Source: an optimization exercise on an open RTL-to-GDS flow (aim: small area, a short achievable clock period and few clock cycles). Production flows keep margins and buffers that such runs may drop. For this run, only the layout was checked, not whether the RTL still works. No activity file was given, so power comes from the tool's default toggle rates.

### constraint.sdc
create_clock -name core_clock -period 10.0 [get_ports {clk}]
set_input_delay 2.0000 -clock core_clock [delete_from_list [all_inputs] [get_ports {clk}]]
set_output_delay 2.0000 -clock core_clock [all_outputs]
set_load 0.01 [all_outputs]
### run.sh
#!/bin/bash
# synth_recipe.tcl (not shown) runs the flow's synth.tcl, then flattens the netlist and writes it again
# the make line also repeats each setting of config.mk as NAME=value (left out here)
make -C /OpenROAD-flow-scripts/flow DESIGN_CONFIG=/design/flow/config.mk WORK_HOME=/design/flow/orfs CLKGATE_MAP_FILE= SYNTH_SCRIPT=/design/flow/synth_recipe.tcl finish
### config.mk
export PLATFORM = sky130hd
export DESIGN_NAME = bmx_block
export DESIGN_NICKNAME = bmx_block
export VERILOG_FILES = /design/flow/design.v
export SDC_FILE = /design/flow/constraint.sdc
export NUM_CORES = 4
export LEC_CHECK = 0
export CAP_MARGIN = 20
export CORE_MARGIN = 2
export CORE_UTILIZATION = 40
export SLEW_MARGIN = 20
### design.v
module bmx_validate (
    input  wire [23:0] magic,
    input  wire [7:0]  version,
    input  wire [7:0]  bit_depth,
    input  wire [7:0]  color_reg,
    input  wire [7:0]  pal_used,
    input  wire [15:0] data_start,
    output reg  [7:0]  err
);
    reg        depth_ok;
    reg [7:0]  reg_of_depth;
    wire [9:0] min_start = 10'd32 + {(pal_used == 8'd0) ? 9'd256 : {1'b0, pal_used}, 1'b0};
    always @* begin
        depth_ok = 1'b1;
        case (bit_depth)
            8'd1: reg_of_depth = 8'd0;
            8'd2: reg_of_depth = 8'd1;
            8'd4: reg_of_depth = 8'd2;
            8'd8: reg_of_depth = 8'd3;
            default: begin reg_of_depth = 8'd0; depth_ok = 1'b0; end
        endcase
        if (magic != 24'h584D42)              err = 8'd2;   
        else if (version != 8'd1)             err = 8'd3;   
        else if (!depth_ok)                   err = 8'd4;   
        else if (color_reg > 8'd3)            err = 8'd5;   
        else if (color_reg != reg_of_depth)   err = 8'd6;   
        else if (data_start < {6'd0, min_start}) err = 8'd7;   
        else                                  err = 8'd0;
    end
endmodule
module bmx_bpl (
    input  wire [15:0] width,
    input  wire [7:0]  depth,
    output reg  [15:0] bpl
);
    wire [16:0] w = {1'b0, width};
    always @* begin
        case (depth)
            8'd1:    bpl = (w + 17'd7) >> 3;
            8'd2:    bpl = (w + 17'd3) >> 2;
            8'd4:    bpl = (w + 17'd1) >> 1;
            default: bpl = width;
        endcase
    end
endmodule
module bmx_block (
    input  wire        clk,
    input  wire        rst,           
    input  wire        cmd_valid,
    output wire        cmd_ready,
    input  wire [39:0] cmd,
    output reg         rsp_valid,
    input  wire        rsp_ready,
    output reg  [7:0]  rsp_err,
    output reg  [31:0] rsp_res,
    output reg  [3:0]  rsp_len,
    output reg  [63:0] rsp_out
);
    localparam [7:0] E_OK = 8'd0, E_SIZE = 8'd1, E_DEPTH = 8'd4, E_CREG = 8'd5,
                     E_FMT = 8'd8, E_STATE = 8'd9, E_ILL = 8'd10, E_IDX = 8'd11,
                     E_RANGE = 8'd12;
    localparam [7:0] OP_NOP = 8'h00, OP_RESET = 8'h01, OP_STATUS = 8'h02, OP_CLRERR = 8'h03,
                     OP_HBWR = 8'h10, OP_HBRD = 8'h11, OP_HINIT = 8'h12, OP_HPARSE = 8'h13,
                     OP_HVALID = 8'h14, OP_HSER = 8'h15, OP_HSETF = 8'h16, OP_HGETF = 8'h17,
                     OP_HPALCNT = 8'h18, OP_HFIXREG = 8'h19, OP_HFIXPAL = 8'h1A,
                     OP_PPACK = 8'h20, OP_PUNPACK = 8'h21, OP_PPACK32 = 8'h22, OP_PUNPACK32 = 8'h23,
                     OP_GBPL = 8'h30, OP_GSTRIDE4 = 8'h31, OP_GD2R = 8'h32, OP_GR2D = 8'h33,
                     OP_GF2D = 8'h34, OP_GF2DS = 8'h35, OP_GD2F = 8'h36, OP_GROWOFF = 8'h37,
                     OP_USTART = 8'h40, OP_UPUSH = 8'h41;
    reg [23:0]  h_magic;
    reg [7:0]   h_version;
    reg [7:0]   h_depth;
    reg [7:0]   h_creg;
    reg [15:0]  h_width;
    reg [15:0]  h_height;
    reg [7:0]   h_pal_used;
    reg [7:0]   h_pal_start;
    reg [15:0]  h_data_start;
    reg [7:0]   h_compressed;
    reg [7:0]   h_border;
    reg [127:0] h_reserved;      
    reg [255:0] hb;
    reg         hv, ef, ua;
    reg [7:0]   err_q;
    reg [3:0]   u_depth;
    reg [15:0]  u_rem;
    wire [7:0]  op  = cmd[39:32];
    wire [31:0] arg = cmd[31:0];
    wire        fire = cmd_valid && cmd_ready;
    assign cmd_ready = !rsp_valid || rsp_ready;
    wire [23:0] d_magic      = hb[23:0];
    wire [7:0]  d_version    = hb[31:24];
    wire [7:0]  d_depth      = hb[39:32];
    wire [7:0]  d_creg       = hb[47:40];
    wire [15:0] d_width      = hb[63:48];
    wire [15:0] d_height     = hb[79:64];
    wire [7:0]  d_pal_used   = hb[87:80];
    wire [7:0]  d_pal_start  = hb[95:88];
    wire [15:0] d_data_start = hb[111:96];       
    wire [7:0]  d_compressed = hb[119:112];
    wire [7:0]  d_border     = hb[127:120];
    wire [127:0] d_reserved  = hb[255:128];
    wire [255:0] ser_h = {h_reserved, h_border, h_compressed,
                          h_data_start[7:0], h_data_start[15:8],    
                          h_pal_start, h_pal_used, h_height, h_width,
                          h_creg, h_depth, h_version, h_magic};
    wire [7:0] verr_h, verr_d;
    bmx_validate u_val_h (.magic(h_magic), .version(h_version), .bit_depth(h_depth),
                          .color_reg(h_creg), .pal_used(h_pal_used),
                          .data_start(h_data_start), .err(verr_h));
    bmx_validate u_val_d (.magic(d_magic), .version(d_version), .bit_depth(d_depth),
                          .color_reg(d_creg), .pal_used(d_pal_used),
                          .data_start(d_data_start), .err(verr_d));
    wire [15:0] arg_width = arg[23:8];
    wire [7:0]  arg_depth = arg[7:0];
    wire [15:0] bpl_arg, bpl_h;
    bmx_bpl u_bpl_arg (.width(arg_width), .depth(arg_depth), .bpl(bpl_arg));
    bmx_bpl u_bpl_h   (.width(h_width), .depth(h_depth), .bpl(bpl_h));
    wire arg_depth_ok = (arg_depth == 8'd1) || (arg_depth == 8'd2) ||
                        (arg_depth == 8'd4) || (arg_depth == 8'd8);
    wire h_depth_ok   = (h_depth == 8'd1) || (h_depth == 8'd2) ||
                        (h_depth == 8'd4) || (h_depth == 8'd8);
    reg [7:0] log2_arg_depth;
    reg [7:0] log2_h_depth;
    always @* begin
        case (arg_depth)
            8'd2: log2_arg_depth = 8'd1;
            8'd4: log2_arg_depth = 8'd2;
            8'd8: log2_arg_depth = 8'd3;
            default: log2_arg_depth = 8'd0;
        endcase
        case (h_depth)
            8'd2: log2_h_depth = 8'd1;
            8'd4: log2_h_depth = 8'd2;
            8'd8: log2_h_depth = 8'd3;
            default: log2_h_depth = 8'd0;
        endcase
    end
    wire [31:0] row_off = {16'd0, h_data_start} + arg[15:0] * bpl_h;
    wire [15:0] pe = arg[15:0];
    wire [23:0] rgb_of_pe = {pe[11:8], 4'h0, pe[7:4], 4'h0, pe[3:0], 4'h0};
    wire [11:0] pe_of_rgb = {arg[23:20], arg[15:12], arg[7:4]};
    wire [7:0] sel = arg[31:24];
    reg        sel_ok;
    reg [4:0]  sel_bits;         
    reg [31:0] field_val;
    always @* begin
        sel_ok    = 1'b1;
        sel_bits  = 5'd8;
        field_val = 32'd0;
        if (sel >= 8'd16 && sel <= 8'd31) begin
            field_val = {24'd0, h_reserved[(sel[3:0])*8 +: 8]};
        end else begin
            case (sel)
                8'd0:  begin sel_bits = 5'd24; field_val = {8'd0, h_magic};       end
                8'd3:  field_val = {24'd0, h_version};
                8'd4:  field_val = {24'd0, h_depth};
                8'd5:  field_val = {24'd0, h_creg};
                8'd6:  begin sel_bits = 5'd16; field_val = {16'd0, h_width};      end
                8'd8:  begin sel_bits = 5'd16; field_val = {16'd0, h_height};     end
                8'd10: field_val = {24'd0, h_pal_used};
                8'd11: field_val = {24'd0, h_pal_start};
                8'd12: begin sel_bits = 5'd16; field_val = {16'd0, h_data_start}; end
                8'd14: field_val = {24'd0, h_compressed};
                8'd15: field_val = {24'd0, h_border};
                default: sel_ok = 1'b0;
            endcase
        end
    end
    wire [23:0] set_val = arg[23:0];
    wire set_fits = (sel_bits == 5'd24) ||
                    (sel_bits == 5'd16 && set_val[23:16] == 8'd0) ||
                    (sel_bits == 5'd8  && set_val[23:8]  == 16'd0);
    wire [1:0]  cst = (h_compressed == 8'd0) ? 2'd0 : (h_compressed == 8'd1) ? 2'd1 : 2'd2;
    wire        dec = hv && (cst == 2'd0);
    wire [31:0] status_word = {u_rem, 2'b00, cst, dec, ua, ef, hv, err_q};
    wire [7:0] ub = arg[7:0];
    reg  [3:0] per_byte;
    reg  [3:0] k;
    reg  [63:0] pix;
    integer j;
    always @* begin
        case (u_depth)
            4'd1:    per_byte = 4'd8;
            4'd2:    per_byte = 4'd4;
            4'd4:    per_byte = 4'd2;
            default: per_byte = 4'd1;
        endcase
        k = (u_rem < {12'd0, per_byte}) ? u_rem[3:0] : per_byte;
        pix = 64'd0;
        for (j = 0; j < 8; j = j + 1) begin
            if (j < k) begin
                case (u_depth)
                    4'd1:    pix[8*j +: 8] = {7'd0, ub[7 - j]};
                    4'd2:    pix[8*j +: 8] = {6'd0, ub[(7 - 2*j) -: 2]};
                    4'd4:    pix[8*j +: 8] = (j == 0) ? {4'd0, ub[7:4]} : {4'd0, ub[3:0]};
                    default: pix[8*j +: 8] = ub;
                endcase
            end
        end
    end
    reg legal;
    always @* begin
        case (op)
            OP_NOP, OP_RESET, OP_STATUS, OP_CLRERR, OP_HINIT, OP_HVALID, OP_HSER,
            OP_HPALCNT, OP_HFIXREG:                       legal = (arg == 32'd0);
            OP_HBWR, OP_HPARSE, OP_HFIXPAL, OP_GROWOFF,
            OP_PUNPACK, OP_PUNPACK32:                     legal = (arg[31:16] == 16'd0);
            OP_HBRD, OP_GD2R, OP_GR2D, OP_GF2D, OP_GF2DS,
            OP_GD2F, OP_UPUSH:                            legal = (arg[31:8] == 24'd0);
            OP_HSETF, OP_PPACK32:                         legal = 1'b1;
            OP_HGETF:                                     legal = (arg[23:0] == 24'd0);
            OP_PPACK, OP_GBPL, OP_GSTRIDE4, OP_USTART:    legal = (arg[31:24] == 8'd0);
            default:                                      legal = 1'b0;
        endcase
    end
    reg [7:0]  x_err;
    reg [31:0] x_res;
    reg [3:0]  x_len;
    reg [63:0] x_out;
    reg        x_write_err;    
    reg        do_reset, do_hinit, do_parse, do_ser, do_hbwr, do_setf;
    reg        do_fixreg, do_fixpal, do_ustart, do_upush;
    reg        hv_set, hv_clr, ef_clr;
    always @* begin
        x_err = E_OK; x_res = 32'd0; x_len = 4'd0; x_out = 64'd0;
        x_write_err = 1'b1;
        do_reset = 1'b0; do_hinit = 1'b0; do_parse = 1'b0; do_ser = 1'b0; do_hbwr = 1'b0;
        do_setf = 1'b0; do_fixreg = 1'b0; do_fixpal = 1'b0; do_ustart = 1'b0; do_upush = 1'b0;
        hv_set = 1'b0; hv_clr = 1'b0; ef_clr = 1'b0;
        if (!legal) begin
            x_err = E_ILL;
        end else begin
            case (op)
                OP_NOP: ;
                OP_RESET: do_reset = 1'b1;
                OP_STATUS: begin x_res = status_word; x_write_err = 1'b0; end
                OP_CLRERR: ef_clr = 1'b1;
                OP_HBWR: begin
                    if (arg[15:8] > 8'd31) x_err = E_IDX;
                    else do_hbwr = 1'b1;
                end
                OP_HBRD: begin
                    if (arg[7:0] > 8'd31) x_err = E_IDX;
                    else x_res = {24'd0, hb[arg[4:0]*8 +: 8]};
                end
                OP_HINIT: begin do_hinit = 1'b1; hv_clr = 1'b1; end
                OP_HPARSE: begin
                    if (arg[15:0] != 16'd32) x_err = E_SIZE;
                    else begin
                        do_parse = 1'b1;
                        if (verr_d != E_OK) begin x_err = verr_d; hv_clr = 1'b1; end
                        else hv_set = 1'b1;
                    end
                end
                OP_HVALID: begin
                    if (verr_h != E_OK) begin x_err = verr_h; hv_clr = 1'b1; end
                    else hv_set = 1'b1;
                end
                OP_HSER: do_ser = 1'b1;
                OP_HSETF: begin
                    if (!sel_ok) x_err = E_IDX;
                    else if (!set_fits) x_err = E_RANGE;
                    else begin do_setf = 1'b1; hv_clr = 1'b1; end
                end
                OP_HGETF: begin
                    if (!sel_ok) x_err = E_IDX;
                    else x_res = field_val;
                end
                OP_HPALCNT: x_res = (h_pal_used == 8'd0) ? 32'd256 : {24'd0, h_pal_used};
                OP_HFIXREG: begin
                    if (!h_depth_ok) x_err = E_DEPTH;
                    else begin do_fixreg = 1'b1; hv_clr = 1'b1; x_res = {24'd0, log2_h_depth}; end
                end
                OP_HFIXPAL: begin
                    if (arg[15:0] == 16'd0 || arg[15:0] > 16'd256) x_err = E_RANGE;
                    else begin
                        do_fixpal = 1'b1; hv_clr = 1'b1;
                        x_res = 32'd32 + {15'd0, arg[15:0], 1'b0};
                    end
                end
                OP_PPACK, OP_PPACK32: x_res = {20'd0, pe_of_rgb};
                OP_PUNPACK:   x_res = {8'h00, rgb_of_pe};
                OP_PUNPACK32: x_res = {8'hFF, rgb_of_pe};
                OP_GBPL: begin
                    if (!arg_depth_ok) x_err = E_DEPTH;
                    else x_res = {16'd0, bpl_arg};
                end
                OP_GSTRIDE4: begin
                    if (!arg_depth_ok) x_err = E_DEPTH;
                    else x_res = ({16'd0, bpl_arg} + 32'd3) & 32'hFFFF_FFFC;
                end
                OP_GD2R, OP_GD2F: begin
                    if (!arg_depth_ok) x_err = E_DEPTH;
                    else x_res = {24'd0, log2_arg_depth};
                end
                OP_GR2D: begin
                    if (arg[7:0] > 8'd3) x_err = E_CREG;
                    else x_res = 32'd1 << arg[1:0];
                end
                OP_GF2D: begin
                    if (arg[7:0] > 8'd3) x_err = E_FMT;
                    else x_res = 32'd1 << arg[1:0];
                end
                OP_GF2DS: begin
                    if (arg[7:0] > 8'd3) x_res = 32'h0001_0308;
                    else x_res = {22'd0, arg[1:0], 4'd0, 4'd1 << arg[1:0]};
                end
                OP_GROWOFF: begin
                    if (!h_depth_ok) x_err = E_DEPTH;
                    else x_res = row_off;
                end
                OP_USTART: begin
                    if (!arg_depth_ok) x_err = E_DEPTH;
                    else begin do_ustart = 1'b1; x_res = {16'd0, bpl_arg}; end
                end
                OP_UPUSH: begin
                    if (!ua) x_err = E_STATE;
                    else begin
                        do_upush = 1'b1;
                        x_res = {16'd0, u_rem - {12'd0, k}};
                        x_len = k;
                        x_out = pix;
                    end
                end
                default: x_err = E_ILL;
            endcase
        end
        if (x_err != E_OK) x_res = 32'd0;
    end
    always @(posedge clk) begin
        if (rst || (fire && do_reset)) begin
            h_magic      <= 24'h584D42;
            h_version    <= 8'd1;
            h_depth      <= 8'd0;
            h_creg       <= 8'd0;
            h_width      <= 16'd0;
            h_height     <= 16'd0;
            h_pal_used   <= 8'd0;
            h_pal_start  <= 8'd0;
            h_data_start <= 16'd0;
            h_compressed <= 8'd0;
            h_border     <= 8'd0;
            h_reserved   <= 128'd0;
            hb           <= {224'd0, 8'h01, 8'h58, 8'h4D, 8'h42};
            hv           <= 1'b0;
            ef           <= 1'b0;
            ua           <= 1'b0;
            err_q        <= 8'd0;
            u_depth      <= 4'd0;
            u_rem        <= 16'd0;
        end else if (fire) begin
            if (x_write_err) err_q <= x_err;
            if (x_err != E_OK) ef <= 1'b1;
            else if (ef_clr)   ef <= 1'b0;
            if (hv_set) hv <= 1'b1;
            else if (hv_clr) hv <= 1'b0;
            if (do_hbwr) hb[arg[12:8]*8 +: 8] <= arg[7:0];
            if (do_ser)  hb <= ser_h;
            if (do_hinit) begin
                h_magic      <= 24'h584D42;
                h_version    <= 8'd1;
                h_depth      <= 8'd0;
                h_creg       <= 8'd0;
                h_width      <= 16'd0;
                h_height     <= 16'd0;
                h_pal_used   <= 8'd0;
                h_pal_start  <= 8'd0;
                h_data_start <= 16'd0;
                h_compressed <= 8'd0;
                h_border     <= 8'd0;
                h_reserved   <= 128'd0;
            end
            if (do_parse) begin
                h_magic      <= d_magic;
                h_version    <= d_version;
                h_depth      <= d_depth;
                h_creg       <= d_creg;
                h_width      <= d_width;
                h_height     <= d_height;
                h_pal_used   <= d_pal_used;
                h_pal_start  <= d_pal_start;
                h_data_start <= d_data_start;
                h_compressed <= d_compressed;
                h_border     <= d_border;
                h_reserved   <= d_reserved;
            end
            if (do_setf) begin
                if (sel >= 8'd16) h_reserved[(sel[3:0])*8 +: 8] <= set_val[7:0];
                else begin
                    case (sel)
                        8'd0:  h_magic      <= set_val;
                        8'd3:  h_version    <= set_val[7:0];
                        8'd4:  h_depth      <= set_val[7:0];
                        8'd5:  h_creg       <= set_val[7:0];
                        8'd6:  h_width      <= set_val[15:0];
                        8'd8:  h_height     <= set_val[15:0];
                        8'd10: h_pal_used   <= set_val[7:0];
                        8'd11: h_pal_start  <= set_val[7:0];
                        8'd12: h_data_start <= set_val[15:0];
                        8'd14: h_compressed <= set_val[7:0];
                        8'd15: h_border     <= set_val[7:0];
                        default: ;
                    endcase
                end
            end
            if (do_fixreg) h_creg <= log2_h_depth;
            if (do_fixpal) begin
                h_pal_used   <= arg[7:0];
                h_data_start <= x_res[15:0];
            end
            if (do_ustart) begin
                u_depth <= arg_depth[3:0];
                u_rem   <= arg_width;
                ua      <= (arg_width != 16'd0);
            end
            if (do_upush) begin
                u_rem <= x_res[15:0];
                if (x_res[15:0] == 16'd0) ua <= 1'b0;
            end
        end
    end
    always @(posedge clk) begin
        if (rst) begin
            rsp_valid <= 1'b0;
            rsp_err   <= 8'd0;
            rsp_res   <= 32'd0;
            rsp_len   <= 4'd0;
            rsp_out   <= 64'd0;
        end else if (fire) begin
            rsp_valid <= 1'b1;
            rsp_err   <= x_err;
            rsp_res   <= x_res;
            rsp_len   <= x_len;
            rsp_out   <= x_out;
        end else if (rsp_ready) begin
            rsp_valid <= 1'b0;
        end
    end
endmodule
==> results.txt <==
[layout by cell type, fill, tap and decap left out, drive strengths merged, types with 32 or more instances in the layout]
master	count
a22o	70
inv	349
buf	168
a211oi	311
a22oi	250
nor3	185
o21ai	192
xor2	33
a32oi	36
a221oi	37
clkdlybuf4s50	131
mux2i	32
nand4	41
and2	121
xnor2	75
nor4	47
ha	149
nor2	967
nand3	116
a21oi	481
o211ai	37
mux4	109
fa	211
nand2	453
o22ai	199
clkbuf	111
dfxtp	644
[stage by stage]
stage / area, um^2 / setup slack (ns)
2_1_floorplan: 48700 / 0.499
3_3_place_gp: 51200 / 1.03
3_5_place_dp: 51200 / 0.986
4_1_cts: 53800 / 0.997
5_1_grt: 53800 / 0.433
6_report: 53800 / 0.879
[final cells by class]
| cell class | count | area (um^2) | area share, % |
|---|---|---|---|
| Antenna cell | 5 | 12.5 | 0.0233 |
| Clock buffer | 111 | 2230 | 4.15 |
| Clock inverter | 24 | 322 | 0.598 |
| Inverter | 348 | 1310 | 2.43 |
| Multi-Input combinational cell | 4592 | 32300 | 60.1 |
| Sequential cell | 644 | 12900 | 24.0 |
| Tap cell | 1612 | 2020 | 3.75 |
| Timing Repair Buffer | 299 | 2660 | 4.94 |
[power groups by stage]
stage / Combinational (uW) / Clock [uW] / Sequential [uW]
2_1_floorplan: 408 / 0 / 2670
3_3_place_gp: 657 / 0 / 2690
3_5_place_dp: 658 / 0 / 2690
4_1_cts: 661 / 2950 / 2630
5_1_grt: 710 / 3040 / 2640
6_report: 692 / 2940 / 2630
[worst max-delay path: stages (launching register included)]
cell and delay, ns:
dfxtp_1 0.35, or4_1 0.76, or4_1 0.84, o2111ai_1 0.95, nand2_1 0.18, fa_1 0.52
fa_1 0.51, fa_1 0.52, inv_1 0.05, fa_1 0.49, fa_1 0.49, inv_1 0.05
fa_1 0.47, inv_1 0.04, ha_1 0.35, and3_1 0.25, o21ai_0 0.09, o21ai_0 0.31
o21ai_0 0.20, o41ai_1 0.50, a31oi_1 0.21, o21ai_0 0.24, xnor2_1 0.11, or3_1 0.35
a21oi_1 0.13
[flip-flops by register name (all words and copies together) (netlist names), 8 cells and up]
name / flops
hb: 256
h_reserved: 128
rsp_out: 64
rsp_res: 32
h_magic: 24
h_data_start: 16
h_height: 16
h_width: 16
u_rem: 16
h_border: 8
h_compressed: 8
h_creg: 8
h_depth: 8
h_pal_start: 8
h_pal_used: 8
h_version: 8
[cells by family after synthesis]
family,Yosys count
AO/OA/AOI/OAI,1832
XOR/XNOR,108
adder cells (fa/ha/maj),361
buffers and inverters,879
flip-flops,644
multiplexers,152
other,1
AND/OR/NAND/NOR,2135
[path summary, 6_finish.rpt]
kind | from | endpoint
setup / recovery | h_depth[7] | rsp_res[31]
setup reg to reg | h_depth[7] | rsp_res[31]
hold reg to reg | rsp_res[10] | rsp_res[10]
hold / removal | rsp_res[10] | rsp_res[10]
[routing by layer]
metal,share of wire (%),up-vias
met3,11,829
met5,0.026,-
met2,43,3456
li1,-,21700
met1,39,24800
met4,8.2,10
==> results.tsv <==
stage	metric	value	unit
status	status	no timing/DRC/antenna violations	
synthesis	synthCells	6112	
layout	drive_gt1_share	8.74	%
detailed_routing	drtIter0Drc	7367	
placement	io_buffers	149	
synthesis	ys.flop_type	dfxtp_1	
critical_path	critPathLaunchType	flip-flop	
sta	hold_viol_final	0	
sta	period_needed	9.12	ns
global_route	grtUsageMet3	7.74	%
synthesis	synth_warnings	7	
layout	area_growth	10.6	%
sta	relSlewSlack	17.1	%
run	cap_violations	0	
critical_path	rr_worst_depth	24	
layout	final_nets	6366	
clock_network	ctsResizeCount	0	
worst_hold_path	min_path_cells	2	
sta	final-max-slew-violation-count	0	
power	switching_share	28.8	%
detailed_routing	viasPerCell	6.66	
detailed_routing	drc	0	
critical_path	regToRegSetupSlack	0.88	ns
clock_network	ctsHoldBuffers	0	
critical_path	worstSetupEndpointType	flip-flop	
placement	place.gp.congestion	1.06	
global_route	grt_antenna_before_repair	9	
clock_network	cts_tree	yes	
detailed_routing	vias	50900	
global_route	met1_usage	46.8	%
clock_network	cts_num_sinks	644	
layout	fin_util	44.7	%
sta	skew	0.0487	ns
synthesis	synth_seq_cells	644	
clock_network	cts_buffers	77	
synthesis	synth.top_cell.area_share	26.5	%
synthesis	seq_area_frac_synth	26.5	%
detailed_routing	dr.pass1.iters	6	
synthesis	synth_edf_count	0	
clock_network	root_buffer	clkbuf_16	
detailed_routing	wire_per_inst	30.7	um
floorplan	ios	154	
clock_network	post_cts_buffers	0	
synthesis	synth_compound_area_share	25.4	%
detailed_routing	drt_wl_total	235000	um
synthesis	synth_xor_area_share	1.94	%
power	powerDensity	116	nW/um^2
power	p_leak	0.0193	uW
critical_path	cp.arrival	9.74	ns
power	p_total	6270	uW
sta	finalSetupTns	0	ns
floorplan	die_h	353	um
synthesis	synth_simple_gate_area_share	20.4	%
global_route	grt-ovfl-total	0	
synthesis	synth_commonest_cells	nor2_1 (949), dfxtp_1 (644), a21oi_1 (464)	
layout	stdcell_count	7635	
synthesis	synth_area	48700	um^2
clock_network	cts_max_level	3	
sta	whs	0.454	ns
global_route	grt.total_usage	36.3	%
placement	dp.cells	7495	
power	clockPowerShare	46.9	%
power	intPower	4460	uW
power	irDropWorstVdd	164	uV
critical_path	required	10.62	ns
floorplan	die_w	353	um
floorplan	rows	127	
power	combPwrFrac	11.1	%
synthesis	synth_adder_area_share	12.5	%
critical_path	path_max_fanout	15	
detailed_routing	antenna_left	0	
floorplan	die-area	124000	um^2
sta	max_freq	0.110	GHz
worst_hold_path	hold_path_class	flip-flop to flip-flop	
global_route	gr-usage-met2	54.7	%
critical_path	criticalPathCategory	flip-flop to flip-flop	
floorplan	start_util	40.4	%
floorplan	core-area	120000	um^2
layout	fillers	12100	
sta	setup_viol	0	
synthesis	synth_area_per_cell	7.96	um^2
sta	worst-slew-pin-transition	1.24	ns
clock_network	insertion_delay	0.73	ns
power	power_switching	1800	uW
placement	hpwlAfterDp	164000	um
global_route	grt_pass1_wl	339000	um
synthesis	async_flop_share	0	%
synthesis	yosys.area.top_type	dfxtp_1	
global_route	busiest_layer	met2	
sta	period_share	91.2	%
synthesis	yosysMostFrequentCell	nor2_1	
sta	grt_setup_unrepaired	no	
global_route	grt_start_max_net_pins	130	
synthesis	ys_types	113	
clock_network	clkTransAtPathRegs	0.06	ns
power	seqPwrFrac	42.1	%
synthesis	synth.area.top_cells	dfxtp_1 (26%), fa_1 (8.7%), nor2_1 (7.3%)	
synthesis	synth_top_family_by_area	compound AO/OA/AOI/OAI gates	
synthesis	synth_mux_area_share	5.96	%
clock_network	cts_buffer_depth	3	
global_route	grt_pass1_vias	47800	

static timing again, ports no longer ideal:
The flow's constraints put no driver on any port. The routed layout listed below was extracted and timed again, unchanged, in two steps.
Step 1 (the two cells are an assumption about what drives the block):
set clk [get_ports {clk}]
set_driving_cell -lib_cell sky130_fd_sc_hd__clkbuf_16 $clk
set_driving_cell -lib_cell sky130_fd_sc_hd__buf_2 [delete_from_list [all_inputs] $clk]
Step 2 moves the port delays by t, midway between the first and last clock arrival at a register: inputs arrive t later, outputs are due t later. That takes back most of the time a late clock gives input paths.
a / b / c = no drivers / after step 1 / after step 2; a / b = the first two.
t, ns: 0.778
setup WS [ns]: 0.879 / 0.879 / 0.879
worst slew at a driven data input, ns: 0.12
After both steps this run still meets setup and hold. For this run, drivers alone change the setup slack by 0.000 ns; drivers and shift together by 0.000 ns.
